From an optimization exercise on the open Yosys and OpenROAD flow, aimed at small area; shortcuts taken in it are not production practice. Only simulation tests tie the RTL to the original design; equivalence was not proved. Power figures rest on the tool's default switching activity, not on a simulated workload.

==> flow/design.v (excerpt) <==
module bdi_core #(
  parameter N_CELLS    = 16,
  parameter T_SETTLE   = 4,
  parameter T_ACTION   = 1000,
  parameter T_DEBOUNCE = 4000
) (
  input             clk,
  input             rst,
  input             cmd_valid,
  output            cmd_ready,
  input      [31:0] cmd_word,
  input             btn1_n,
  input             btn2_n,
  output reg        ser,
  output            srclk,
  output            clr_n,
  output            rclk,
  output            oe_n,
  output reg        ind1,
  output reg        ind2,
  output     [2:0]  res,
  output reg [1:0]  ev,
  output            halted,
  output     [2:0]  flt,
  output     [15:0] finfo,
  output     [31:0] fcmd
);
Size: ~1800 cells after synthesis, roughly 17000 sq um of cells after synthesis.
Settings: LEC_CHECK=0, ABC_AREA=1, CAP_MARGIN=10, CORE_MARGIN=2, CORE_UTILIZATION=65, SLEW_MARGIN=10; clock period 10.0 ns.
standard.sh (not shown) runs the stock make flow with config.mk's settings and CLKGATE_MAP_FILE= SYNTH_SCRIPT=/design/flow/synth_recipe.tcl, a recipe that flattens the netlist after the stock synthesis.
==> flow/flow/run.sh <==
#!/bin/bash
# Own layout flow: the standard synthesis, then the combinational logic between the
# (unchanged) registers is re-mapped by ABC for area, then the standard layout from the
# floorplan on, with smaller port buffers and a clock tree without dummy loads.
# Each tool's output goes to a log file of its own in the work folder.
set -uo pipefail
W=$(pwd)
F=$W/flow
R=$W/orfs/results/${FLOW_PLATFORM}/bdi_core/base
L=$W/orfs/logs/${FLOW_PLATFORM}/bdi_core/base
LIB=$FLOW_HOME/platforms/${FLOW_PLATFORM}/lib/sky130_fd_sc_hd__tt_025C_1v80.lib
YOSYS=$FLOW_HOME/../tools/install/yosys/bin/yosys
[[ -x $YOSYS ]] || YOSYS=yosys

# 1. standard synthesis
bash standard.sh synth > $W/run_1_synth.log 2>&1 || { echo "standard synth failed"; exit 1; }
cp $R/1_2_yosys.v $W/std_1_2_yosys.v

# 2. re-map the logic between the registers
DONTUSE=$(grep -m1 -o '^abc .*' $L/1_2_yosys.log | grep -o '\-dont_use [A-Za-z0-9_]*' | tr '\n' ' ')
SEQ=$(grep -o '^ *sky130_fd_sc_hd__\(df\|edf\|sdf\|dl\)[a-z0-9_]* ' $W/std_1_2_yosys.v | sort -u | tr -d ' ' | tr '\n' ' ')
cat > $W/remap.ys <<EOC
read_liberty -ignore_miss_func $LIB
blackbox $SEQ
read_verilog $W/std_1_2_yosys.v
hierarchy -top $FLOW_TOP
flatten
rename -hide w:*.*
opt -purge
abc -script $F/area.abc -liberty $LIB $DONTUSE
opt_clean -purge
setundef -zero
hilomap -hicell sky130_fd_sc_hd__conb_1 HI -locell sky130_fd_sc_hd__conb_1 LO
splitnets
opt_clean -purge
stat -liberty $LIB
write_verilog -noattr -nohex -nodec $W/remap_1_2_yosys.v
EOC
if timeout 1200 $YOSYS -s $W/remap.ys > $W/run_2_remap.log 2>&1 \
   && ! grep -q '^ *assign ' $W/remap_1_2_yosys.v \
   && python3 $F/check_regs.py $W/std_1_2_yosys.v $W/remap_1_2_yosys.v > $W/run_2_check_regs.log 2>&1; then
  cp $W/remap_1_2_yosys.v $R/1_2_yosys.v
  echo "using the re-mapped netlist"
else
  echo "re-map refused; keeping the standard netlist"
fi
touch $R/1_2_yosys.v

# 3. layout from the floorplan on
CTS_OPTS="-buf_list sky130_fd_sc_hd__clkbuf_8 -sink_clustering_size 20 -sink_clustering_max_diameter 45"
bash standard.sh \
  "BUFFER_PORTS_ARGS=-buffer_cell sky130_fd_sc_hd__buf_1" \
  "CTS_ARGS=-sink_clustering_enable -repair_clock_nets -dont_use_dummy_load ${CTS_OPTS}" \
  finish > $W/run_3_layout.log 2>&1 || { echo "layout failed"; exit 1; }
ls -l $W/out/final.def
Other scripts of this flow, unchanged in this note and not shown: flow/flow/area.abc, flow/flow/check_regs.py
Change:
- CAP_MARGIN: 10 -> 0
- SLEW_MARGIN: 10 -> 0
=> Final cell count is about the same. Non-clock buffer count went down by 3. Core utilization falls by 0.12 points. Wire length stays flat. Clock-buffer cell count does not change. Via count is about the same.

Starting RTL as in the previous note.
==> flow/config.mk <==
export PLATFORM = sky130hd
export DESIGN_NAME = bdi_core
export DESIGN_NICKNAME = bdi_core
export VERILOG_FILES = /design/flow/design.v
export SDC_FILE = /design/flow/constraint.sdc
export NUM_CORES = 4
export LEC_CHECK = 0
export ABC_AREA = 1
export CAP_MARGIN = 10
export CORE_MARGIN = 2
export CORE_UTILIZATION = 40
export SLEW_MARGIN = 10
==> flow/constraint.sdc <==
create_clock -name core_clock -period 10.0 [get_ports {clk}]
set_input_delay 2.0000 -clock core_clock [delete_from_list [all_inputs] [get_ports {clk}]]
set_output_delay 2.0000 -clock core_clock [all_outputs]
set_load 0.01 [all_outputs]
==> flow/flow/run.sh <==
#!/bin/bash
# Own layout flow: the standard synthesis, then the combinational logic between the
# (unchanged) registers is re-mapped by ABC for area, then the standard layout from the
# floorplan on, with smaller port buffers and a clock tree without dummy loads.
# Each tool's output goes to a log file of its own in the work folder.
set -uo pipefail
W=$(pwd)
F=$W/flow
R=$W/orfs/results/${FLOW_PLATFORM}/bdi_core/base
L=$W/orfs/logs/${FLOW_PLATFORM}/bdi_core/base
LIB=$FLOW_HOME/platforms/${FLOW_PLATFORM}/lib/sky130_fd_sc_hd__tt_025C_1v80.lib
YOSYS=$FLOW_HOME/../tools/install/yosys/bin/yosys
[[ -x $YOSYS ]] || YOSYS=yosys

# 1. standard synthesis
bash standard.sh synth > $W/run_1_synth.log 2>&1 || { echo "standard synth failed"; exit 1; }
cp $R/1_2_yosys.v $W/std_1_2_yosys.v

# 2. re-map the logic between the registers
DONTUSE=$(grep -m1 -o '^abc .*' $L/1_2_yosys.log | grep -o '\-dont_use [A-Za-z0-9_]*' | tr '\n' ' ')
SEQ=$(grep -o '^ *sky130_fd_sc_hd__\(df\|edf\|sdf\|dl\)[a-z0-9_]* ' $W/std_1_2_yosys.v | sort -u | tr -d ' ' | tr '\n' ' ')
cat > $W/remap.ys <<EOC
read_liberty -ignore_miss_func $LIB
blackbox $SEQ
read_verilog $W/std_1_2_yosys.v
hierarchy -top $FLOW_TOP
flatten
rename -hide w:*.*
opt -purge
abc -script $F/area.abc -liberty $LIB $DONTUSE
opt_clean -purge
setundef -zero
hilomap -singleton -hicell sky130_fd_sc_hd__conb_1 HI -locell sky130_fd_sc_hd__conb_1 LO
insbuf -buf sky130_fd_sc_hd__buf_4 A X
splitnets
opt_clean -purge
stat -liberty $LIB
write_verilog -noattr -nohex -nodec $W/remap_1_2_yosys.v
EOC
if timeout 1200 $YOSYS -s $W/remap.ys > $W/run_2_remap.log 2>&1 \
   && python3 $F/check_regs.py $W/std_1_2_yosys.v $W/remap_1_2_yosys.v > $W/run_2_check_regs.log 2>&1; then
  cp $W/remap_1_2_yosys.v $R/1_2_yosys.v
  echo "using the re-mapped netlist"
else
  echo "re-map refused; keeping the standard netlist"
fi
touch $R/1_2_yosys.v

# 3. layout from the floorplan on
CTS_OPTS="-buf_list sky130_fd_sc_hd__clkbuf_8 -sink_clustering_size 18 -sink_clustering_max_diameter 40"
bash standard.sh \
  "BUFFER_PORTS_ARGS=-buffer_cell sky130_fd_sc_hd__buf_1" \
  "CTS_ARGS=-sink_clustering_enable -repair_clock_nets -dont_use_dummy_load ${CTS_OPTS}" \
  finish > $W/run_3_layout.log 2>&1 || { echo "layout failed"; exit 1; }
ls -l $W/out/final.def
Other scripts of this flow, unchanged in this note and not shown: flow/flow/area.abc, flow/flow/check_regs.py
The baseline completed with no timing, DRC or antenna violations.
Edit:
--- a/flow/flow/run.sh
+++ b/flow/flow/run.sh
@@ -33,2 +33 @@
-hilomap -singleton -hicell sky130_fd_sc_hd__conb_1 HI -locell sky130_fd_sc_hd__conb_1 LO
-insbuf -buf sky130_fd_sc_hd__buf_4 A X
+hilomap -hicell sky130_fd_sc_hd__conb_1 HI -locell sky130_fd_sc_hd__conb_1 LO
@@ -40,0 +40 @@
+   && ! grep -q '^ *assign ' $W/remap_1_2_yosys.v \
- CORE_UTILIZATION: 40 -> 65
- GPL_TIMING_DRIVEN: default -> 0
Effect: The changed run finished clean; register-to-register slack got worse by 1.1 ns; routed wire length came out lower by about 6%; total power goes down by 4.5%; hold slack is worse by 0.028 ns; non-clock buffer count is unchanged.

bdi_core again, from the RTL that the note above started with.
clock: 10.0 ns
lec_check: 0
abc_area: 1
cap_margin: 10
core_margin: 2
core_utilization: 65
slew_margin: 10
==> flow/flow/run.sh <==
#!/bin/bash
# Own layout flow: the standard synthesis, then the combinational logic between the
# (unchanged) registers is re-mapped by ABC for area, then the standard layout from the
# floorplan on, with smaller port buffers and a clock tree without dummy loads.
# Each tool's output goes to a log file of its own in the work folder.
set -uo pipefail
W=$(pwd)
F=$W/flow
R=$W/orfs/results/${FLOW_PLATFORM}/bdi_core/base
L=$W/orfs/logs/${FLOW_PLATFORM}/bdi_core/base
LIB=$FLOW_HOME/platforms/${FLOW_PLATFORM}/lib/sky130_fd_sc_hd__tt_025C_1v80.lib
YOSYS=$FLOW_HOME/../tools/install/yosys/bin/yosys
[[ -x $YOSYS ]] || YOSYS=yosys

# 1. standard synthesis
bash standard.sh synth > $W/run_1_synth.log 2>&1 || { echo "standard synth failed"; exit 1; }
cp $R/1_2_yosys.v $W/std_1_2_yosys.v

# 2. re-map the logic between the registers
DONTUSE=$(grep -m1 -o '^abc .*' $L/1_2_yosys.log | grep -o '\-dont_use [A-Za-z0-9_]*' | tr '\n' ' ')
SEQ=$(grep -o '^ *sky130_fd_sc_hd__\(df\|edf\|sdf\|dl\)[a-z0-9_]* ' $W/std_1_2_yosys.v | sort -u | tr -d ' ' | tr '\n' ' ')
cat > $W/remap.ys <<EOC
read_liberty -ignore_miss_func $LIB
blackbox $SEQ
read_verilog $W/std_1_2_yosys.v
hierarchy -top $FLOW_TOP
flatten
rename -hide w:*.*
opt -purge
abc -script $F/area.abc -liberty $LIB $DONTUSE
opt_clean -purge
setundef -zero
hilomap -hicell sky130_fd_sc_hd__conb_1 HI -locell sky130_fd_sc_hd__conb_1 LO
splitnets
opt_clean -purge
stat -liberty $LIB
write_verilog -noattr -nohex -nodec $W/remap_1_2_yosys.v
EOC
if timeout 1200 $YOSYS -s $W/remap.ys > $W/run_2_remap.log 2>&1 \
   && ! grep -q '^ *assign ' $W/remap_1_2_yosys.v \
   && python3 $F/check_regs.py $W/std_1_2_yosys.v $W/remap_1_2_yosys.v > $W/run_2_check_regs.log 2>&1; then
  cp $W/remap_1_2_yosys.v $R/1_2_yosys.v
  echo "using the re-mapped netlist"
else
  echo "re-map refused; keeping the standard netlist"
fi
touch $R/1_2_yosys.v

# 3. layout from the floorplan on
CTS_OPTS="-buf_list sky130_fd_sc_hd__clkbuf_8 -sink_clustering_size 24 -sink_clustering_max_diameter 35"
bash standard.sh \
  "BUFFER_PORTS_ARGS=-buffer_cell sky130_fd_sc_hd__buf_1" \
  "CTS_ARGS=-sink_clustering_enable -repair_clock_nets -dont_use_dummy_load ${CTS_OPTS}" \
  finish > $W/run_3_layout.log 2>&1 || { echo "layout failed"; exit 1; }
ls -l $W/out/final.def
Other scripts of this flow, unchanged in this note and not shown: flow/flow/area.abc, flow/flow/check_regs.py
==> next run, changes <==
--- a/flow/flow/run.sh
+++ b/flow/flow/run.sh
@@ -50 +50 @@
-CTS_OPTS="-buf_list sky130_fd_sc_hd__clkbuf_8 -sink_clustering_size 24 -sink_clustering_max_diameter 35"
+CTS_OPTS="-buf_list sky130_fd_sc_hd__clkbuf_8 -sink_clustering_size 20 -sink_clustering_max_diameter 45"
- CORE_UTILIZATION: 65 -> 70
=> The new run produced a clean layout; wire length goes down by 0.62%; synthesized area is unchanged; count of clock-buffer cells in the layout goes down by 20; core utilization goes up by 4.3 points; design area goes down by 1.5%; non-clock buffer count goes down by 1; first-iteration DRC count goes up by 20%; synthesized cell count does not change.
==> next run, changes <==
--- a/flow/flow/run.sh
+++ b/flow/flow/run.sh
@@ -33 +33,2 @@
-hilomap -hicell sky130_fd_sc_hd__conb_1 HI -locell sky130_fd_sc_hd__conb_1 LO
+hilomap -singleton -hicell sky130_fd_sc_hd__conb_1 HI -locell sky130_fd_sc_hd__conb_1 LO
+insbuf -buf sky130_fd_sc_hd__buf_4 A X
@@ -40 +40,0 @@
-   && ! grep -q '^ *assign ' $W/remap_1_2_yosys.v \
@@ -50 +50 @@
-CTS_OPTS="-buf_list sky130_fd_sc_hd__clkbuf_8 -sink_clustering_size 20 -sink_clustering_max_diameter 45"
+CTS_OPTS="-buf_list sky130_fd_sc_hd__clkbuf_8 -sink_clustering_size 18 -sink_clustering_max_diameter 40"
@@ -53,0 +54 @@
+  "RECOVER_POWER=100" \
- CORE_UTILIZATION: 70 -> 75
- GPL_TIMING_DRIVEN: unset -> 0
=> This time the run finished but failed the layout checks on max-capacitance violations, max-slew violations; synthesized area is about the same; via count grows by a few percent; non-clock buffer count grows by 8; design area grows slightly; wire length grows by a few percent.
==> next run, changes <==
--- a/flow/flow/run.sh
+++ b/flow/flow/run.sh
@@ -33,2 +33 @@
-hilomap -singleton -hicell sky130_fd_sc_hd__conb_1 HI -locell sky130_fd_sc_hd__conb_1 LO
-insbuf -buf sky130_fd_sc_hd__buf_4 A X
+hilomap -hicell sky130_fd_sc_hd__conb_1 HI -locell sky130_fd_sc_hd__conb_1 LO
@@ -40,0 +40 @@
+   && ! grep -q '^ *assign ' $W/remap_1_2_yosys.v \
@@ -50 +50 @@
-CTS_OPTS="-buf_list sky130_fd_sc_hd__clkbuf_8 -sink_clustering_size 18 -sink_clustering_max_diameter 40"
+CTS_OPTS="-buf_list {sky130_fd_sc_hd__clkbuf_4 sky130_fd_sc_hd__clkbuf_8} -sink_clustering_size 20 -sink_clustering_max_diameter 45"
@@ -54 +53,0 @@
-  "RECOVER_POWER=100" \
- CORE_UTILIZATION: 75 -> 65
- GPL_TIMING_DRIVEN: 0 -> unset
The new run finished with timing, DRC and antenna clean.
Synthesized cell count barely changes.
Combinational power grows by about 2.4%.
First-iteration DRC count shrinks by 28%.
Sequential power shrinks by about 2%.
==> next run, changes <==
--- a/flow/flow/run.sh
+++ b/flow/flow/run.sh
@@ -33 +33,2 @@
-hilomap -hicell sky130_fd_sc_hd__conb_1 HI -locell sky130_fd_sc_hd__conb_1 LO
+hilomap -singleton -hicell sky130_fd_sc_hd__conb_1 HI -locell sky130_fd_sc_hd__conb_1 LO
+insbuf -buf sky130_fd_sc_hd__buf_4 A X
@@ -40 +40,0 @@
-   && ! grep -q '^ *assign ' $W/remap_1_2_yosys.v \
@@ -50 +50 @@
-CTS_OPTS="-buf_list {sky130_fd_sc_hd__clkbuf_4 sky130_fd_sc_hd__clkbuf_8} -sink_clustering_size 20 -sink_clustering_max_diameter 45"
+CTS_OPTS="-buf_list sky130_fd_sc_hd__clkbuf_8 -sink_clustering_size 18 -sink_clustering_max_diameter 40"
The new run completed without violations.
Worst hold slack got worse by 0.035 ns.
Setup slack got worse by 0.34 ns.
Sequential share of layout area fell by 0.11 points.
Cell count is about the same.

separate check: timing with driven ports:
Ports are ideal in the flow. The routed layouts listed here were re-timed in OpenROAD. Step 1 (the two cells are an assumption about what drives the block):
set clk [get_ports {clk}]
set_driving_cell -lib_cell sky130_fd_sc_hd__clkbuf_16 $clk
set_driving_cell -lib_cell sky130_fd_sc_hd__buf_2 [delete_from_list [all_inputs] $clk]
Step 2 also shifts input and output timing later by t, the mid clock arrival at the registers, as if the neighbouring blocks saw the same clock. a / b / c = no drivers / after step 1 / after step 2; a / b = the first two.
run	t, ns	slack for setup (ns)	hold WS [ns]	worst register clock-pin slew, ns	cell pins on the clock port's net
the first run of note 1	0.598	4.515 / 4.515 / 4.515	0.439 / 0.439 / 0.439	0.11 / 0.11	1
the second run of note 1	0.598	4.548 / 4.548 / 4.548	0.437 / 0.437 / 0.437	0.12 / 0.12	1
the first run of note 2	0.697	4.674 / 4.621 / 5.008	0.439 / 0.439 / 0.439	0.09 / 0.09	1
the second run of note 2	0.604	3.869 / 3.869 / 3.869	0.411 / 0.411 / 0.411	0.10 / 0.10	1
the first run of note 3	0.640	4.434 / 4.434 / 4.434	0.388 / 0.388 / 0.388	0.10 / 0.10	1
the second run of note 3	0.602	4.578 / 4.578 / 4.578	0.440 / 0.440 / 0.440	0.12 / 0.12	1
the third run of note 3	0.606	2.467 / 2.467 / 2.467	0.421 / 0.421 / 0.421	0.11 / 0.11	1
the fourth run of note 3	0.598	4.515 / 4.515 / 4.515	0.439 / 0.439 / 0.439	0.11 / 0.11	1
the fifth run of note 3	0.615	4.179 / 4.179 / 4.179	0.403 / 0.403 / 0.403	0.10 / 0.10	1
